Background: an optimization exercise with open tools, aiming at small area, a short achievable clock period and few clock cycles. Do not read the settings as production practice.
At most, simulation tests tie the RTL to the original design; equivalence was not proved.
No activity file was given, so power comes from the tool's default toggle rates.

==> flow/design.v (excerpt) <==
module usbpd_msg_engine (
    input  wire         clk,
    input  wire         rst,           
    input  wire         cmd_valid,
    output wire         cmd_ready,
    input  wire [2:0]   cmd_op,
    input  wire [31:0]  cmd_arg,
    input  wire [223:0] cmd_obj,       
    output reg          rsp_valid,
    output reg          rsp_ok,
    output reg  [47:0]  rsp_data,
    output wire [223:0] rsp_obj,       
    output wire         tx_valid,
    input  wire         tx_ready,
    output reg  [7:0]   tx_data,
    input  wire         rx_valid,
    output wire         rx_ready,
    input  wire [7:0]   rx_data
);
For scale: roughly 300 flip-flops, about 560 I/O pins, about 16000 sq um of cells after synthesis.
==> flow/config.mk <==
export PLATFORM = sky130hd
export DESIGN_NAME = usbpd_msg_engine
export DESIGN_NICKNAME = usbpd_msg_engine
export VERILOG_FILES = /design/flow/design.v
export SDC_FILE = /design/flow/constraint.sdc
export NUM_CORES = 4
export LEC_CHECK = 0
export ABC_AREA = 1
export CAP_MARGIN = 20
export CORE_MARGIN = 2
export CORE_UTILIZATION = 50
export CTS_BUF_LIST = sky130_fd_sc_hd__clkbuf_8
export CTS_CLUSTER_DIAMETER = 60
export CTS_CLUSTER_SIZE = 16
export SLEW_MARGIN = 20
==> flow/constraint.sdc <==
create_clock -name core_clock -period 12.0 [get_ports {clk}]
set_input_delay 2.4000 -clock core_clock [delete_from_list [all_inputs] [get_ports {clk}]]
set_output_delay 2.4000 -clock core_clock [all_outputs]
set_load 0.01 [all_outputs]
standard.sh (not shown) runs the stock make flow with config.mk's settings and CLKGATE_MAP_FILE= SYNTH_SCRIPT=/design/flow/synth_recipe.tcl, a recipe that flattens the netlist after the stock synthesis.
==> flow/flow/run.sh <==
#!/bin/bash
export BUFFER_PORTS_ARGS="-buffer_cell sky130_fd_sc_hd__buf_1"
export SETUP_SLACK_MARGIN=8.2
bash standard.sh > standard.log 2>&1
Testbench counts at the start, summed over its fixed seeds: cycles 73,000.
Then changed:
- ABC_AREA: 1 -> default
Design area climbs by a few percent.
Worst setup slack gains 0.063 ns.
Utilization drops by 0.33 points.
Synthesized cell count drops by about a fifth.
Via count drops by roughly a tenth.
Non-clock buffer count climbs by 18.
Global-route usage drops by 3.3 points.
Register-to-register slack is about the same.
Synthesized area climbs by a few percent.
Wire length drops by a few percent.
Clock power drops slightly.
Then changed:
==> flow/flow/run.sh (replaced) <==
#!/bin/bash
export BUFFER_PORTS_ARGS="-buffer_cell sky130_fd_sc_hd__buf_1"
export POST_GLOBAL_PLACE_TCL="$PWD/flow/size_inbufs.tcl"
export SETUP_SLACK_MARGIN=8.2
bash standard.sh > standard.log 2>&1
==> flow/flow/size_inbufs.tcl (new file) <==
# Hook run after global placement (POST_GLOBAL_PLACE_TCL): the port buffers
# that buffer_ports inserted are all sky130_fd_sc_hd__buf_1; give the input
# ports whose buffer drives many pins a stronger buffer.
set block [ord::get_db_block]
set n_up 0
foreach bterm [$block getBTerms] {
  if {[$bterm getIoType] != "INPUT"} { continue }
  set net [$bterm getNet]
  if {$net == "NULL"} { continue }
  foreach iterm [$net getITerms] {
    set inst [$iterm getInst]
    set master [[$inst getMaster] getName]
    if {![string match "sky130_fd_sc_hd__buf_1" $master]} { continue }
    foreach it [$inst getITerms] {
      if {![$it isOutputSignal]} { continue }
      set onet [$it getNet]
      if {$onet == "NULL"} { continue }
      set fo [expr {[llength [$onet getITerms]] - 1}]
      set cell ""
      if {$fo >= 4} {
        set cell sky130_fd_sc_hd__buf_4
      } elseif {$fo >= 2} {
        set cell sky130_fd_sc_hd__buf_2
      }
      if {$cell ne ""} {
        replace_cell [$inst getName] $cell
        incr n_up
        puts "size_inbufs: [$bterm getName] fanout $fo -> $cell"
      }
    }
  }
}
puts "size_inbufs: resized $n_up input port buffers"
- ABC_AREA: default -> 1
After rerunning: Area after synthesis is lower by 4.1%. Design area fell by about 2.8%. First-iteration DRC count increases by about 26%. Via count goes up by 12%. Critical path depth is unchanged. Routed wire length went up by about 6%.

* * *

Setup of run 1:
The RTL this note starts from:
==> flow/design.v <==
module usbpd_msg_engine (
    input  wire         clk,
    input  wire         rst,           
    input  wire         cmd_valid,
    output wire         cmd_ready,
    input  wire [2:0]   cmd_op,
    input  wire [31:0]  cmd_arg,
    input  wire [223:0] cmd_obj,       
    output reg          rsp_valid,
    output reg          rsp_ok,
    output reg  [47:0]  rsp_data,
    output wire [223:0] rsp_obj,       
    output wire         tx_valid,
    input  wire         tx_ready,
    output reg  [7:0]   tx_data,
    input  wire         rx_valid,
    output wire         rx_ready,
    input  wire [7:0]   rx_data
);
    localparam [7:0] TOK_SYNC1   = 8'h12;
    localparam [7:0] TOK_SYNC2   = 8'h13;
    localparam [7:0] TOK_JAMCRC  = 8'hFF;
    localparam [7:0] TOK_EOP     = 8'h14;
    localparam [7:0] TOK_TXOFF   = 8'hFE;
    localparam [7:0] TOK_TXON    = 8'hA1;
    reg         idle;          
    reg         busy;          
    wire        ld = ~busy;    
    reg         bm;            
    reg         bc;            
    reg         is_cap;        
    reg         btx;           
    reg         brx;           
    reg [5:0]   cnt;           
    reg [2:0]   nobj;          
    reg         ft;            
    reg         fr;            
    reg         et;            
    reg         er;            
    reg [223:0] obj;
    assign cmd_ready = idle;
    assign tx_valid  = btx;
    assign rx_ready  = brx;
    assign rsp_obj   = obj;
    wire op_tx  = (cmd_op == 3'd4);
    wire op_rx  = (cmd_op == 3'd5);
    wire op_2c  = (cmd_op[2:1] == 2'b01);
    wire tx_go  = btx & tx_ready;
    wire rx_go  = brx & rx_valid;
    wire done   = (et & tx_ready) | (er & rx_valid);
    wire sh     = (ft & tx_ready) | (fr & rx_valid);
    wire [15:0] packhdr = {1'b0, cmd_arg[7:5], cmd_arg[10:8], cmd_arg[11],
                           cmd_arg[13:12], cmd_arg[14], cmd_arg[4:0]};
    wire [15:0] unpackhdr = {5'd0, cmd_arg[11:9], cmd_arg[14:12], cmd_arg[4:0]};
    wire [47:0] unpackcap_raw = {6'd0, cmd_arg[21:20], cmd_arg[24], cmd_arg[25],
                                 cmd_arg[26], cmd_arg[27], cmd_arg[28], cmd_arg[29],
                                 cmd_arg[31:30], 12'd0, cmd_arg[9:0], cmd_arg[19:10]};
    wire [47:0] packreq_raw = {6'd0, cmd_arg[29:21], 1'b0, 1'b0, cmd_arg[2:0], 3'b000, 1'b1,
                               19'd0, cmd_arg[20:16]};
    reg [47:0] codec;
    always @(*) begin
        case (cmd_op)
        3'd0:    codec = {32'd0, packhdr};
        3'd1:    codec = {32'd0, unpackhdr};
        3'd2:    codec = unpackcap_raw;
        3'd3:    codec = packreq_raw;
        3'd4:    codec = {32'd0, cmd_arg[15:0]};    
        default: codec = 48'd0;
        endcase
    end
    wire [15:0] cap_ma  = {rsp_data[19:10], 3'b000} + {rsp_data[19:10], 1'b0};
    wire [12:0] cap_t   = {rsp_data[9:0], 2'b00} + rsp_data[9:0];
    wire [15:0] cap_mv  = {rsp_data[12:0], 3'b000} + {rsp_data[12:0], 1'b0};
    wire [8:0]  req_xh  = rsp_data[41:33];
    wire [5:0]  req_qh  = req_xh / 9'd10;
    wire [3:0]  req_rh  = req_xh % 9'd10;
    wire [8:0]  req_xl  = {rsp_data[41:38], rsp_data[4:0]};
    wire [4:0]  req_ql  = req_xl / 9'd10;
    wire [9:0]  req_raw = {rsp_data[14:10], req_ql};
    wire [5:0] cn  = cnt + 6'd1;
    wire [5:0] n4  = {1'b0, nobj, 2'b00};
    always @(posedge clk) begin
        if (rst) begin
            idle      <= 1'b1;
            busy      <= 1'b0;
            bm        <= 1'b0;
            bc        <= 1'b0;
            btx       <= 1'b0;
            brx       <= 1'b0;
            rsp_valid <= 1'b0;
        end else begin
            rsp_valid <= (idle & cmd_valid & ~op_tx & ~op_rx & ~op_2c) | bc | done;
            if (idle) begin
                if (cmd_valid & (op_tx | op_rx | op_2c)) begin
                    idle <= 1'b0;
                    busy <= 1'b1;
                end
                bm  <= cmd_valid & op_2c;
                bc  <= 1'b0;
                btx <= cmd_valid & op_tx;
                brx <= cmd_valid & op_rx;
            end else if (bm) begin
                bm   <= 1'b0;
                bc   <= 1'b1;
            end else if (bc | done) begin
                idle <= 1'b1;
                busy <= 1'b0;
                bc   <= 1'b0;
                btx  <= 1'b0;
                brx  <= 1'b0;
            end
        end
    end
    always @(posedge clk) begin
        if (ld | rst) begin
            cnt  <= 6'd0;
            nobj <= cmd_arg[18:16];
            ft   <= 1'b0;
            fr   <= 1'b0;
            et   <= 1'b0;
            er   <= 1'b0;
        end else if (tx_go) begin
            cnt <= cn;
            ft  <= (cn >= 6'd6) && (cn <= 6'd5 + n4);
            et  <= (cn == 6'd10 + n4);
        end else if (rx_go) begin
            cnt <= cn;
            if (cnt == 6'd2) begin
                nobj <= rx_data[6:4];
                fr   <= (rx_data[6:4] != 3'd0);
            end else begin
                fr   <= (cn >= 6'd3) && (cn < 6'd3 + n4);
            end
            er <= (cnt == 6'd1) ? ~rsp_ok : ((cnt >= 6'd3) && (cn == 6'd6 + n4));
        end
    end
    always @(posedge clk) begin
        if (ld)
            tx_data <= TOK_SYNC1;
        else if (tx_go) begin
            if (cn <= 6'd2)
                tx_data <= TOK_SYNC1;
            else if (cn == 6'd3)
                tx_data <= TOK_SYNC2;
            else if (cn == 6'd4)
                tx_data <= {3'b100, nobj, 2'b10};
            else if (cn == 6'd5)
                tx_data <= rsp_data[7:0];
            else if (cn == 6'd6)
                tx_data <= rsp_data[15:8];
            else if (ft)
                tx_data <= obj[7:0];
            else if (cn == 6'd7 + n4)
                tx_data <= TOK_JAMCRC;
            else if (cn == 6'd8 + n4)
                tx_data <= TOK_EOP;
            else if (cn == 6'd9 + n4)
                tx_data <= TOK_TXOFF;
            else
                tx_data <= TOK_TXON;
        end
    end
    always @(posedge clk) begin
        if (ld) begin
            rsp_ok   <= (cmd_op[2:1] != 2'b11);
            rsp_data <= codec;
            is_cap   <= ~cmd_op[0];
        end else if (bm) begin
            if (is_cap) begin
                rsp_data[31:16] <= cap_ma;
                rsp_data[12:0]  <= cap_t;
            end else begin
                rsp_data[41:38] <= req_rh;
                rsp_data[15:10] <= req_qh;
            end
        end else if (bc) begin
            if (is_cap) begin
                rsp_data[15:0]  <= cap_mv;
            end else begin
                rsp_data[41:32] <= 10'd0;
                rsp_data[23:0]  <= {4'd0, req_raw[9:0], req_raw[9:0]};
            end
        end else if (tx_go) begin
            if (cn == 6'd6) rsp_data[15:0] <= 16'd0;    
        end else if (rx_go) begin
            if (cnt == 6'd0) rsp_ok <= (rx_data[7:5] == 3'b111);
            if (cnt == 6'd1 && rsp_ok) rsp_data[7:0]  <= rx_data;
            if (cnt == 6'd2 && rsp_ok) rsp_data[15:8] <= rx_data;
        end
    end
    integer j;
    always @(posedge clk) begin
        if (ld)
            obj <= cmd_obj;
        else if (sh) begin
            for (j = 0; j < 27; j = j + 1)
                if (brx && (j % 4 == 3) && (nobj == j / 4 + 1))
                    obj[8*j +: 8] <= rx_data;
                else
                    obj[8*j +: 8] <= obj[8*j+8 +: 8];
            obj[223:216] <= rx_data;
        end
    end
endmodule
Settings: LEC_CHECK=0, CAP_MARGIN=20, CORE_MARGIN=2, CORE_UTILIZATION=50, CTS_BUF_LIST=sky130_fd_sc_hd__clkbuf_16, CTS_CLUSTER_DIAMETER=80, CTS_CLUSTER_SIZE=30, SLEW_MARGIN=20; clock period 12.0 ns.
==> flow/flow/run.sh <==
#!/bin/bash
export BUFFER_PORTS_ARGS="-buffer_cell sky130_fd_sc_hd__buf_1"
export SETUP_SLACK_MARGIN=8.5
bash standard.sh > standard.log 2>&1
Input-level comparison between run 2 and run 1:
- changing CTS_BUF_LIST from sky130_fd_sc_hd__clkbuf_16 to sky130_fd_sc_hd__clkbuf_8
- changing CTS_CLUSTER_DIAMETER from 80 to 60
- changing CTS_CLUSTER_SIZE from 30 to 16
==> flow/flow/run.sh <==
#!/bin/bash
export BUFFER_PORTS_ARGS="-buffer_cell sky130_fd_sc_hd__buf_1"
export SETUP_SLACK_MARGIN=8.2
bash standard.sh > standard.log 2>&1
==> comparison <==
- Between run 1 and run 2, the flow reports final RePlAce weighted congestion decreasing slightly.
- The slack of the critical path reported for run 2 is greater than that of run 1 by 0.015 ns.
- Changes observed in run 2 relative to run 1: post-route clock period utilization was more or less identical; wire length went down by about 4%.
Input-level comparison between run 3 and run 2:
- clearing CTS_CLUSTER_DIAMETER, which used to be 60
- clearing CTS_CLUSTER_SIZE, which used to be 16
- swapping sky130_fd_sc_hd__clkbuf_8 for sky130_fd_sc_hd__clkbuf_4 sky130_fd_sc_hd__clkbuf_8 in CTS_BUF_LIST
Notes after the runs:
- In the flow results for run 2 and run 3, the met1 track demand over resource is smaller on run 3.
- ~same global-route usage in run 2 and run 3
- Status: wire length reported by the detailed router parity (run 3, run 2)
Function was not checked in any run of this note: the RTL went through the layout flow alone.

## what the ideal ports hide
In the flow no input, the clock included, has a driving cell. The finished layouts below were timed again as built, in two steps. Step 1 (the two cells are an assumption about what drives the block):
set clk [get_ports {clk}]
set_driving_cell -lib_cell sky130_fd_sc_hd__clkbuf_16 $clk
set_driving_cell -lib_cell sky130_fd_sc_hd__buf_2 [delete_from_list [all_inputs] $clk]
Step 2 adds t to the input delays and takes it off the output delays; t is the mean of the earliest and latest rising clock arrival at the registers after step 1. Input paths then give back, and output paths get back, about the clock's delay inside the block. Three values: ideal, step 1, step 2; two values: the first two.
| run | shift t [ns] | setup WS [ns] | latest minus earliest clock arrival (ns) | worst register clock-pin slew, ns | worst slew at a driven data input, ns |
|---|---|---|---|---|---|
| the first run of note 1 | 0.659 | 8.162 / 8.111 / 7.679 | 0.027 / 0.027 | 0.11 / 0.11 | 0.09 |
| the second run of note 1 | 0.651 | 8.225 / 8.175 / 7.581 | 0.025 / 0.025 | 0.10 / 0.10 | 0.11 |
| the third run of note 1 | 0.649 | 8.184 / 8.135 / 7.685 | 0.042 / 0.042 | 0.11 / 0.11 | 0.09 |
| run 1 | 0.586 | 8.212 / 8.212 / 7.754 | 0.051 / 0.052 | 0.11 / 0.11 | 0.11 |
| run 2 | 0.661 | 8.226 / 8.174 / 7.640 | 0.033 / 0.034 | 0.11 / 0.11 | 0.12 |
| run 3 | 0.658 | 8.230 / 8.183 / 7.595 | 0.045 / 0.046 | 0.06 / 0.06 | 0.12 |
After both steps setup and hold are still met in every run listed. The setup slack of the second run of note 1, which loses most, moves by -0.050 ns with the drivers and by -0.644 ns with both steps.
